From an optimization exercise on the open Yosys and OpenROAD flow, aimed at small area, a short achievable clock period and few clock cycles; shortcuts taken in it are not production practice.
RTL that was checked went through simulation tests only; none was proved equivalent to the original.
Power figures rest on the tool's default switching activity, not on a simulated workload.

## run A
Design st7032_encoder, start of the top module:
module st7032_encoder (
    input  wire        clk,
    input  wire        rst,         
    input  wire        cmd_valid,
    output reg         cmd_ready,
    input  wire [15:0] cmd_word,
    input  wire [15:0] cmd_len,
    input  wire        pay_valid,
    output wire        pay_ready,
    input  wire [7:0]  pay_data,
    output reg         rsp_valid,
    output reg  [2:0]  rsp_result,
    output wire [7:0]  rsp_data,
    output wire [3:0]  rsp_step,
    output wire        ev_valid,
    input  wire        ev_ready,
    output wire [2:0]  ev_kind,
    output reg  [7:0]  ev_data,
    input  wire        ev_ok,
    input  wire [7:0]  ev_rdata
);
For scale: ~390 cells after synthesis, ~84 I/O pins, about 3400 um2 of cells after synthesis.
Settings: LEC_CHECK=0, CAP_MARGIN=20, CORE_MARGIN=2, CORE_UTILIZATION=40, SETUP_SLACK_MARGIN=2.0, SLEW_MARGIN=20; clock period 4.0 ns.
standard.sh (not shown) runs the stock make flow with config.mk's settings and CLKGATE_MAP_FILE= SYNTH_SCRIPT=/design/flow/synth_recipe.tcl, a recipe that flattens the netlist after the stock synthesis.
==> flow/flow/run.sh <==
#!/bin/bash
set -euo pipefail
cd "$(dirname "$0")/.."
export BUFFER_PORTS_ARGS="-buffer_cell sky130_fd_sc_hd__buf_1"
bash standard.sh finish > make_finish.log 2>&1
Run A has completed all stages; timing, DRC and antenna checks passed.
### run A -> run B
- SETUP_SLACK_MARGIN: 2.0 -> 1.5
--- outcome ---
Switching power: run B better than run A. As far as number of buffers inserted for hold repair after clock tree synthesis goes, run B and run A are indistinguishable; the numbers are identical. Depth of the worst register-to-register path (lower): run B. Overall routed net length was higher in the run labelled run A. Clock edge transition at the registers on the reported setup and hold paths across run A and run B: no real change. On total power, run B does better than run A. Run A → run B: cell count went down, area added between synthesis and finish went down, worst setup slack went down, final cycle utilization of the critical path went up.
Input-level comparison between run C and run B:
- SETUP_SLACK_MARGIN changed from 1.5 to 2.5
### Flow results
[compare] base=run B new=run C: setup TNS stayed essentially flat, power density over cell area saw a decrease, clock network latency to the later pin of the worst-skew pair neither gained nor lost much, global-route wire length before repair higher.
For run D, these inputs were changed with respect to run C:
- SETUP_SLACK_MARGIN changed from 2.5 to 0
--- outcome ---
Run D: full flow OK, the timing, design-rule and antenna checks passed. NOTE number of fill cells in the layout run C->run D increased by more than a quarter. Count of buffers not belonging to the clock network in the layout ends up lower on run D. Between run D and run C, the effective utilization at floorplan figures differ only marginally.
Function was not checked in any run of this note: the RTL went through the layout flow alone.

* * *

Another version of the RTL of st7032_encoder (not shown whole).
Size in the first run: about 400 cells after synthesis.
==> flow/config.mk <==
export PLATFORM = sky130hd
export DESIGN_NAME = st7032_encoder
export DESIGN_NICKNAME = st7032_encoder
export VERILOG_FILES = /design/flow/design.v
export SDC_FILE = /design/flow/constraint.sdc
export NUM_CORES = 4
export LEC_CHECK = 0
export CAP_MARGIN = 0
export CORE_MARGIN = 2
export CORE_UTILIZATION = 40
export SETUP_SLACK_MARGIN = 1.8
export SLEW_MARGIN = 0
==> flow/constraint.sdc <==
create_clock -name core_clock -period 4.0 [get_ports {clk}]
set_input_delay 0.8000 -clock core_clock [delete_from_list [all_inputs] [get_ports {clk}]]
set_output_delay 0.8000 -clock core_clock [all_outputs]
set_load 0.01 [all_outputs]
==> flow/flow/run.sh <==
#!/bin/bash
set -euo pipefail
cd "$(dirname "$0")/.."
export BUFFER_PORTS_ARGS="-buffer_cell sky130_fd_sc_hd__buf_1"
DU="sky130_fd_sc_hd__probe_p_8 sky130_fd_sc_hd__probec_p_8 sky130_fd_sc_hd__lpflow_bleeder_1 sky130_fd_sc_hd__lpflow_clkbufkapwr_1 sky130_fd_sc_hd__lpflow_clkbufkapwr_16 sky130_fd_sc_hd__lpflow_clkbufkapwr_2 sky130_fd_sc_hd__lpflow_clkbufkapwr_4 sky130_fd_sc_hd__lpflow_clkbufkapwr_8 sky130_fd_sc_hd__lpflow_clkinvkapwr_1 sky130_fd_sc_hd__lpflow_clkinvkapwr_16 sky130_fd_sc_hd__lpflow_clkinvkapwr_2 sky130_fd_sc_hd__lpflow_clkinvkapwr_4 sky130_fd_sc_hd__lpflow_clkinvkapwr_8 sky130_fd_sc_hd__lpflow_decapkapwr_12 sky130_fd_sc_hd__lpflow_decapkapwr_3 sky130_fd_sc_hd__lpflow_decapkapwr_4 sky130_fd_sc_hd__lpflow_decapkapwr_6 sky130_fd_sc_hd__lpflow_decapkapwr_8 sky130_fd_sc_hd__lpflow_inputiso0n_1 sky130_fd_sc_hd__lpflow_inputiso0p_1 sky130_fd_sc_hd__lpflow_inputiso1n_1 sky130_fd_sc_hd__lpflow_inputiso1p_1 sky130_fd_sc_hd__lpflow_inputisolatch_1 sky130_fd_sc_hd__lpflow_isobufsrc_1 sky130_fd_sc_hd__lpflow_isobufsrc_16 sky130_fd_sc_hd__lpflow_isobufsrc_2 sky130_fd_sc_hd__lpflow_isobufsrc_4 sky130_fd_sc_hd__lpflow_isobufsrc_8 sky130_fd_sc_hd__lpflow_isobufsrckapwr_16 sky130_fd_sc_hd__lpflow_lsbuf_lh_hl_isowell_tap_1 sky130_fd_sc_hd__lpflow_lsbuf_lh_hl_isowell_tap_2 sky130_fd_sc_hd__lpflow_lsbuf_lh_hl_isowell_tap_4 sky130_fd_sc_hd__lpflow_lsbuf_lh_isowell_4 sky130_fd_sc_hd__lpflow_lsbuf_lh_isowell_tap_1 sky130_fd_sc_hd__lpflow_lsbuf_lh_isowell_tap_2 sky130_fd_sc_hd__lpflow_lsbuf_lh_isowell_tap_4"
for c in or4_1 or4_2 or4_4 or4b_1 or4b_2 or4b_4 or4bb_1 or4bb_2 or4bb_4 nor4_1 nor4_2 nor4_4 nor4b_1 nor4b_2 nor4b_4 nor4bb_1 nor4bb_2 nor4bb_4 or3_1 or3_2 or3_4 or3b_1 or3b_2 or3b_4; do
  DU="$DU sky130_fd_sc_hd__$c"
done
bash standard.sh "DONT_USE_CELLS=$DU" finish > make_finish.log 2>&1
Testbench counts at the start, summed over its fixed seeds: cycles 6,320.
Then changed:
- CAP_MARGIN: 0 -> 20
- SETUP_SLACK_MARGIN: 1.8 -> 1.65
- SLEW_MARGIN: 0 -> 20
Core utilization came out lower by 0.23 points; worst setup slack loses 0.12 ns; global-route usage came out higher by 0.26 points; power came out higher by 7.7%; area after synthesis is unchanged.
Then changed:
- PLACE_DENSITY: default -> 0.45
- SETUP_SLACK_MARGIN: 1.65 -> 1.9
Result: Clock-buffer cell count does not change; die area is unchanged; non-clock buffer count goes up by 19; routed wire length goes up by roughly a tenth; worst hold slack is about the same; setup slack is better by 0.18 ns.
Then changed:
--- a/flow/flow/run.sh
+++ b/flow/flow/run.sh
@@ -9 +9 @@
-bash standard.sh "DONT_USE_CELLS=$DU" finish > make_finish.log 2>&1
+bash standard.sh "DONT_USE_CELLS=$DU" RECOVER_POWER=100 finish > make_finish.log 2>&1
- PLACE_DENSITY: 0.45 -> default
- SETUP_SLACK_MARGIN: 1.9 -> 1.8
After rerunning: Flip-flop and latch count is unchanged. Total power drops by 1.1%. Worst hold slack gets better by 0.0072 ns. Cell area shrinks by 5.2%. Critical path depth increases by 4. First-iteration DRC count is lower by 10%. Setup slack loses 0.61 ns.
Then changed:
--- a/flow/flow/run.sh
+++ b/flow/flow/run.sh
@@ -9 +9 @@
-bash standard.sh "DONT_USE_CELLS=$DU" RECOVER_POWER=100 finish > make_finish.log 2>&1
+bash standard.sh "DONT_USE_CELLS=$DU" finish > make_finish.log 2>&1
- SETUP_SLACK_MARGIN: 1.8 -> 1.9
Result:
- via count is higher by 0.53%
- wire length fell by 2.4%
- area after synthesis is unchanged
- register-to-register slack improves by 0.42 ns
- sequential power stays flat
- worst hold slack stays flat
Then changed:
- SETUP_SLACK_MARGIN: 1.9 -> 2.0
=> The changed run finished with timing, DRC and antenna clean; cell count increases by about 3%; non-clock buffer count increases by 18; fmax increases by 0.95%; sequential share of layout area decreases by 1.9 points; global-route usage increases by 0.37 points; via count increases by about 4%; routed wire length increases by about 6.4%; synthesized area stays the same.

* * *

st7032_encoder, a different RTL version from the one above (not shown whole).
Size in the first run: ~45 flip-flops, roughly 0.0036 mm^2 of cells after synthesis.
==> flow/config.mk <==
export PLATFORM = sky130hd
export DESIGN_NAME = st7032_encoder
export DESIGN_NICKNAME = st7032_encoder
export VERILOG_FILES = /design/flow/design.v
export SDC_FILE = /design/flow/constraint.sdc
export NUM_CORES = 4
export LEC_CHECK = 0
export CAP_MARGIN = 20
export CORE_MARGIN = 2
export CORE_UTILIZATION = 40
export SETUP_SLACK_MARGIN = 1.5
export SLEW_MARGIN = 20
==> flow/constraint.sdc <==
create_clock -name core_clock -period 4.0 [get_ports {clk}]
set_input_delay 0.8000 -clock core_clock [delete_from_list [all_inputs] [get_ports {clk}]]
set_output_delay 0.8000 -clock core_clock [all_outputs]
set_load 0.01 [all_outputs]
==> flow/flow/run.sh <==
#!/bin/bash
set -euo pipefail
cd "$(dirname "$0")/.."
export BUFFER_PORTS_ARGS="-buffer_cell sky130_fd_sc_hd__buf_1"
DU="sky130_fd_sc_hd__probe_p_8 sky130_fd_sc_hd__probec_p_8 sky130_fd_sc_hd__lpflow_bleeder_1 sky130_fd_sc_hd__lpflow_clkbufkapwr_1 sky130_fd_sc_hd__lpflow_clkbufkapwr_16 sky130_fd_sc_hd__lpflow_clkbufkapwr_2 sky130_fd_sc_hd__lpflow_clkbufkapwr_4 sky130_fd_sc_hd__lpflow_clkbufkapwr_8 sky130_fd_sc_hd__lpflow_clkinvkapwr_1 sky130_fd_sc_hd__lpflow_clkinvkapwr_16 sky130_fd_sc_hd__lpflow_clkinvkapwr_2 sky130_fd_sc_hd__lpflow_clkinvkapwr_4 sky130_fd_sc_hd__lpflow_clkinvkapwr_8 sky130_fd_sc_hd__lpflow_decapkapwr_12 sky130_fd_sc_hd__lpflow_decapkapwr_3 sky130_fd_sc_hd__lpflow_decapkapwr_4 sky130_fd_sc_hd__lpflow_decapkapwr_6 sky130_fd_sc_hd__lpflow_decapkapwr_8 sky130_fd_sc_hd__lpflow_inputiso0n_1 sky130_fd_sc_hd__lpflow_inputiso0p_1 sky130_fd_sc_hd__lpflow_inputiso1n_1 sky130_fd_sc_hd__lpflow_inputiso1p_1 sky130_fd_sc_hd__lpflow_inputisolatch_1 sky130_fd_sc_hd__lpflow_isobufsrc_1 sky130_fd_sc_hd__lpflow_isobufsrc_16 sky130_fd_sc_hd__lpflow_isobufsrc_2 sky130_fd_sc_hd__lpflow_isobufsrc_4 sky130_fd_sc_hd__lpflow_isobufsrc_8 sky130_fd_sc_hd__lpflow_isobufsrckapwr_16 sky130_fd_sc_hd__lpflow_lsbuf_lh_hl_isowell_tap_1 sky130_fd_sc_hd__lpflow_lsbuf_lh_hl_isowell_tap_2 sky130_fd_sc_hd__lpflow_lsbuf_lh_hl_isowell_tap_4 sky130_fd_sc_hd__lpflow_lsbuf_lh_isowell_4 sky130_fd_sc_hd__lpflow_lsbuf_lh_isowell_tap_1 sky130_fd_sc_hd__lpflow_lsbuf_lh_isowell_tap_2 sky130_fd_sc_hd__lpflow_lsbuf_lh_isowell_tap_4"
for c in or4_1 or4_2 or4_4 or4b_1 or4b_2 or4b_4 or4bb_1 or4bb_2 or4bb_4 nor4_1 nor4_2 nor4_4 nor4b_1 nor4b_2 nor4b_4 nor4bb_1 nor4bb_2 nor4bb_4 or3_1 or3_2 or3_4 or3b_1 or3b_2 or3b_4; do
  DU="$DU sky130_fd_sc_hd__$c"
done
bash standard.sh "DONT_USE_CELLS=$DU" finish > make_finish.log 2>&1
Then changed:
--- a/flow/config.mk
+++ b/flow/config.mk
@@ -11 +11 @@
-export SETUP_SLACK_MARGIN = 1.5
+export SETUP_SLACK_MARGIN = 1.8
The new run finished with timing, DRC and antenna clean.
Total power goes up by 0.75%.
Global-route usage goes up by 0.18 points.
Non-clock buffer count goes up by 12.
Setup slack gains 0.22 ns.
No functional check of the RTL was part of any run of this note.

* * *

== lane 1 ==
Another version of the RTL of st7032_encoder (not shown whole).
Size: about 500 cells after synthesis, ~55 flip-flops, ~84 I/O pins, ~4300 sq um of cells after synthesis.
==> flow/config.mk <==
export PLATFORM = sky130hd
export DESIGN_NAME = st7032_encoder
export DESIGN_NICKNAME = st7032_encoder
export VERILOG_FILES = /design/flow/design.v
export SDC_FILE = /design/flow/constraint.sdc
export NUM_CORES = 4
export LEC_CHECK = 0
export CAP_MARGIN = 20
export CORE_MARGIN = 2
export CORE_UTILIZATION = 40
export SETUP_SLACK_MARGIN = 2.0
export SLEW_MARGIN = 20
==> flow/constraint.sdc <==
create_clock -name core_clock -period 4.0 [get_ports {clk}]
set_input_delay 0.8000 -clock core_clock [delete_from_list [all_inputs] [get_ports {clk}]]
set_output_delay 0.8000 -clock core_clock [all_outputs]
set_load 0.01 [all_outputs]
==> flow/flow/run.sh <==
#!/bin/bash
set -euo pipefail
cd "$(dirname "$0")/.."
export BUFFER_PORTS_ARGS="-buffer_cell sky130_fd_sc_hd__buf_1"
bash standard.sh finish > make_finish.log 2>&1
Input changes introduced in lane 2 (baseline for comparison: lane 1):
==> flow/run.sh (new file) <==
#!/bin/bash
# synth_recipe.tcl (not shown) runs the flow's synth.tcl, then flattens the netlist and writes it again
# the make line also repeats each setting of config.mk as NAME=value (left out here)
make -C /OpenROAD-flow-scripts/flow DESIGN_CONFIG=/design/flow/config.mk WORK_HOME=/design/flow/orfs CLKGATE_MAP_FILE= SYNTH_SCRIPT=/design/flow/synth_recipe.tcl finish
removed: flow/flow/run.sh
removed: flow/standard.sh
Results
- Area after synthesis came out exactly the same in lane 2 and lane 1.
- Lane 2 vs. lane 1: clock share of power shrank by 0.7 points, sequential cell count level, worst setup slack now smaller.
- In the flow results for lane 2 and lane 1, the combinational share of power is smaller on lane 1.
- NOTE combinational-cell power consumption lane 1->lane 2 increased by more than 10%
- | final total power | lane 2 vs lane 1 | 5.5% higher |
Changes in lane 3 relative to lane 2:
- SETUP_SLACK_MARGIN changed from 2.0 to 0
==> flow/flow/run.sh (new file) <==
#!/bin/bash
set -euo pipefail
cd "$(dirname "$0")/.."
export BUFFER_PORTS_ARGS="-buffer_cell sky130_fd_sc_hd__buf_1"
bash standard.sh finish > make_finish.log 2>&1
==> flow/standard.sh (new file) <==
#!/bin/bash
# synth_recipe.tcl (not shown) runs the flow's synth.tcl, then flattens the netlist and writes it again
# the make line also repeats each setting of config.mk as NAME=value (left out here)
make -C /OpenROAD-flow-scripts/flow DESIGN_CONFIG=/design/flow/config.mk WORK_HOME=/design/flow/orfs CLKGATE_MAP_FILE= SYNTH_SCRIPT=/design/flow/synth_recipe.tcl "${@:-finish}"
removed: flow/run.sh
### Flow results
- Cmp lane 3 vs lane 2: final weighted congestion of routability-driven global placement higher in lane 3
- Going from lane 2 to lane 3, cts-stage hold buffer count flat; combinational cell fraction of total power has decreased; design area decreased by 28% relative to the old numbers; routed wire length dropped 15%.
No functional check of the RTL was part of any run of this note.

* * *

Setup of run 1:
RTL: one of the versions met above, not the one the previous note started from.
Size in the first run: about 400 cells after synthesis, roughly 48 flip-flops.
Settings: LEC_CHECK=0, CAP_MARGIN=20, CORE_MARGIN=2, CORE_UTILIZATION=40, SETUP_SLACK_MARGIN=1.8, SLEW_MARGIN=20, TNS_END_PERCENT=50; clock period 4.0 ns.
==> flow/flow/run.sh <==
#!/bin/bash
set -euo pipefail
cd "$(dirname "$0")/.."
export BUFFER_PORTS_ARGS="-buffer_cell sky130_fd_sc_hd__buf_1"
DU="sky130_fd_sc_hd__probe_p_8 sky130_fd_sc_hd__probec_p_8 sky130_fd_sc_hd__lpflow_bleeder_1 sky130_fd_sc_hd__lpflow_clkbufkapwr_1 sky130_fd_sc_hd__lpflow_clkbufkapwr_16 sky130_fd_sc_hd__lpflow_clkbufkapwr_2 sky130_fd_sc_hd__lpflow_clkbufkapwr_4 sky130_fd_sc_hd__lpflow_clkbufkapwr_8 sky130_fd_sc_hd__lpflow_clkinvkapwr_1 sky130_fd_sc_hd__lpflow_clkinvkapwr_16 sky130_fd_sc_hd__lpflow_clkinvkapwr_2 sky130_fd_sc_hd__lpflow_clkinvkapwr_4 sky130_fd_sc_hd__lpflow_clkinvkapwr_8 sky130_fd_sc_hd__lpflow_decapkapwr_12 sky130_fd_sc_hd__lpflow_decapkapwr_3 sky130_fd_sc_hd__lpflow_decapkapwr_4 sky130_fd_sc_hd__lpflow_decapkapwr_6 sky130_fd_sc_hd__lpflow_decapkapwr_8 sky130_fd_sc_hd__lpflow_inputiso0n_1 sky130_fd_sc_hd__lpflow_inputiso0p_1 sky130_fd_sc_hd__lpflow_inputiso1n_1 sky130_fd_sc_hd__lpflow_inputiso1p_1 sky130_fd_sc_hd__lpflow_inputisolatch_1 sky130_fd_sc_hd__lpflow_isobufsrc_1 sky130_fd_sc_hd__lpflow_isobufsrc_16 sky130_fd_sc_hd__lpflow_isobufsrc_2 sky130_fd_sc_hd__lpflow_isobufsrc_4 sky130_fd_sc_hd__lpflow_isobufsrc_8 sky130_fd_sc_hd__lpflow_isobufsrckapwr_16 sky130_fd_sc_hd__lpflow_lsbuf_lh_hl_isowell_tap_1 sky130_fd_sc_hd__lpflow_lsbuf_lh_hl_isowell_tap_2 sky130_fd_sc_hd__lpflow_lsbuf_lh_hl_isowell_tap_4 sky130_fd_sc_hd__lpflow_lsbuf_lh_isowell_4 sky130_fd_sc_hd__lpflow_lsbuf_lh_isowell_tap_1 sky130_fd_sc_hd__lpflow_lsbuf_lh_isowell_tap_2 sky130_fd_sc_hd__lpflow_lsbuf_lh_isowell_tap_4"
for c in or4_1 or4_2 or4_4 or4b_1 or4b_2 or4b_4 or4bb_1 or4bb_2 or4bb_4 nor4_1 nor4_2 nor4_4 nor4b_1 nor4b_2 nor4b_4 nor4bb_1 nor4bb_2 nor4bb_4 or3_1 or3_2 or3_4 or3b_1 or3b_2 or3b_4; do
  DU="$DU sky130_fd_sc_hd__$c"
done
bash standard.sh "DONT_USE_CELLS=$DU" finish > make_finish.log 2>&1
Testbench counts of run 1, summed over its fixed seeds: cycles 6,320.
Inputs modified between run 1 and run 2:
-- flow/config.mk --
<<< run 1, line 12
export SLEW_MARGIN = 20
export TNS_END_PERCENT = 50
>>> run 2, line 12
export SLEW_MARGIN = 20
export TNS_END_PERCENT = 0
==> run notes <==
Between run 2 and run 1, the first-pass GRT wire length figures differ only marginally. The master of the slowest instance on the critical path comes out a221oi_4 in one run and clkdlybuf4s15_2 in the other, namely in run 2 and run 1 respectively. Comparing run 2 and run 1, the lower minimum clock period after layout is on run 1. Run 2 against run 1: number of well taps has remained practically unchanged; total power has decreased; final design area excluding fillers has decreased; final period utilization has increased.
diff inputs: run 2 => run 3
-- flow/config.mk --
<<< run 2, line 10
export CORE_UTILIZATION = 40
export SETUP_SLACK_MARGIN = 1.8
export SLEW_MARGIN = 20
export TNS_END_PERCENT = 0
>>> run 3, line 10
export CORE_UTILIZATION = 40
export SETUP_SLACK_MARGIN = 1.75
export SLEW_MARGIN = 20
### Flow results
- Compared with run 2, run 3 shows buffers plus inverters on the worst setup path higher by 1.
- The sequential fraction of design power of run 3 is lower than that of run 2.
- Between run 2 and run 3, the final number of setup-violating endpoints figures differ only marginally.
- | relative contribution of combinational cells to total power | run 3 vs run 2 | 0.6 points higher |
- Fraction of area in multi-input gates: run 3 vs run 2 down 0.84 points
- On worst hold slack, run 2 and run 3 are neck and neck.
- Setup slack at placement: run 3 vs run 2 — no meaningful difference
- Going from run 2 to run 3, number of signal-net buffers in the layout grows by about 10%.
What run 4 does differently from run 3 at the input level:
-- flow/config.mk --
<<< run 3, line 10
export CORE_UTILIZATION = 40
export SETUP_SLACK_MARGIN = 1.75
export SLEW_MARGIN = 20
>>> run 4, line 10
export CORE_UTILIZATION = 40
export PLACE_DENSITY = 0.8
export SETUP_SLACK_MARGIN = 1.9
export SLEW_MARGIN = 20
### Flow results
Per the comparison of run 4 with run 3, worst hold path stage count increased by 1 relative to the old numbers; core utilization +1.4 points; largest stage delay on the critical path shows an increase of 0.03 ns; areal power density over the cells decreased about 2.6%. Compared with run 3, run 4 shows power share of the combinational group higher by 1.2 points. Run 3 -> run 4: floorplan die height delta 0, exact match. Sort run 3 and run 4 by number of vias per cell, ascending, and run 3 comes first. Per the comparison of run 4 with run 3, time the worst path needs with I/O delays and setup now smaller; post-route cell area went up about 3%. Run 4 improves on run 3 in setup slack of the worst register-to-register path.
The following lists how run 5 was set up differently from run 4:
-- flow/flow/run.sh --
<<< run 4, line 8
done
bash standard.sh "DONT_USE_CELLS=$DU" finish > make_finish.log 2>&1
>>> run 5, line 8
done
DS="$DU"
for c in and4_1 and4_2 and4_4 and4b_1 and4b_2 and4b_4 and4bb_1 and4bb_2 and4bb_4 nand4_1 nand4_2 nand4_4 nand4b_1 nand4b_2 nand4b_4 nand4bb_1 nand4bb_2 nand4bb_4 a2111o_1 a2111o_2 a2111o_4 a2111oi_0 a2111oi_1 a2111oi_2 a2111oi_4 o2111a_1 o2111a_2 o2111a_4 o2111ai_1 o2111ai_2 o2111ai_4 o41a_1 o41a_2 o41a_4 o41ai_1 o41ai_2 o41ai_4 a41o_1 a41o_2 a41o_4 a41oi_1 a41oi_2 a41oi_4; do
  DS="$DS sky130_fd_sc_hd__$c"
done
bash standard.sh "DONT_USE_CELLS=$DS" synth > make_synth.log 2>&1
bash standard.sh "DONT_USE_CELLS=$DU" finish > make_finish.log 2>&1
-- flow/config.mk --
<<< run 4, line 10
export CORE_UTILIZATION = 40
export PLACE_DENSITY = 0.8
export SETUP_SLACK_MARGIN = 1.9
>>> run 5, line 10
export CORE_UTILIZATION = 40
export SETUP_SLACK_MARGIN = 1.9
==> comparison <==
- Re share of cell area taken by multi-input logic gates: run 5 is 1.7 points up on run 4.
- Taking run 4 as the reference point, the area of all sequential standard cells of run 5 falls by about 0.34%.
- In the tables for run 5 and run 4, area overhead of the layout relative to synthesis reads lower with run 5.
- The run showing the smaller utilization is run 5.
- Run 5 vs run 4 — total die area climbed slightly
- The run with more routed wire is run 4, not run 5.
- Simple-gate portion of the synthesized area in run 5 is 0.45 points higher than in run 4
- Between run 4 and run 5, the flow reports via count decreasing by a few percent.
- The effective utilization at floorplan in run 5 sits 0.90 points below the value recorded for run 4.

-- port drivers added, routing unchanged --
In the flow no input, the clock included, has a driving cell. The finished layouts below were timed again as built, in two steps.
Step 1 sets driving cells, clkbuf_16 on the clock port and buf_2 on the other inputs (assumed; they add their load-dependent delay and slew).
Step 2 times the ports against the registers' clock, not the clock port: input delays grow and output delays shrink by t, the midpoint of the rising clock arrivals with the driver on.
a / b / c = ideal / step 1 / step 2; a / b = the first two.
run | t (ns) | setup WS [ns] | hold slack, ns
run A | 0.327 | 1.591 / 1.561 / 1.515 | 0.631 / 0.631 / 0.631
run B | 0.326 | 1.510 / 1.480 / 1.294 | 0.622 / 0.622 / 0.622
run C | 0.328 | 1.528 / 1.498 / 1.514 | 0.542 / 0.542 / 0.542
run D | 0.326 | 1.105 / 1.075 / 1.224 | 0.618 / 0.618 / 0.618
the first run of note 2 | 0.338 | 1.885 / 1.881 / 1.559 | 0.496 / 0.496 / 0.496
the second run of note 2 | 0.343 | 1.767 / 1.775 / 1.433 | 0.489 / 0.489 / 0.489
the third run of note 2 | 0.337 | 1.945 / 1.910 / 1.597 | 0.489 / 0.489 / 0.489
the fourth run of note 2 | 0.338 | 1.334 / 1.344 / 1.006 | 0.496 / 0.496 / 0.496
the fifth run of note 2 | 0.341 | 1.976 / 1.945 / 1.624 | 0.497 / 0.497 / 0.497
the sixth run of note 2 | 0.338 | 1.995 / 1.958 / 1.652 | 0.496 / 0.496 / 0.496
the first run of note 3 | 0.331 | 1.643 / 1.643 / 1.428 | 0.539 / 0.539 / 0.539
the second run of note 3 | 0.325 | 1.865 / 1.871 / 1.550 | 0.535 / 0.535 / 0.535
lane 1 | 0.348 | 1.765 / 1.765 / 1.446 | 0.635 / 0.635 / 0.635
lane 2 | 0.346 | 1.674 / 1.658 / 1.312 | 0.659 / 0.659 / 0.659
lane 3 | 0.356 | 1.156 / 1.168 / 0.812 | 0.622 / 0.622 / 0.622
run 1 | 0.330 | 1.859 / 1.865 / 1.535 | 0.484 / 0.484 / 0.484
run 2 | 0.329 | 1.826 / 1.826 / 1.497 | 0.484 / 0.484 / 0.484
run 3 | 0.331 | 1.886 / 1.870 / 1.557 | 0.484 / 0.484 / 0.484
run 4 | 0.342 | 1.939 / 1.928 / 1.586 | 0.499 / 0.499 / 0.499
run 5 | 0.334 | 1.939 / 1.947 / 1.613 | 0.511 / 0.511 / 0.511
After both steps every run listed still meets setup and hold. The setup slack of lane 2, which loses most, moves by -0.016 ns with the drivers and by -0.362 ns with both steps.
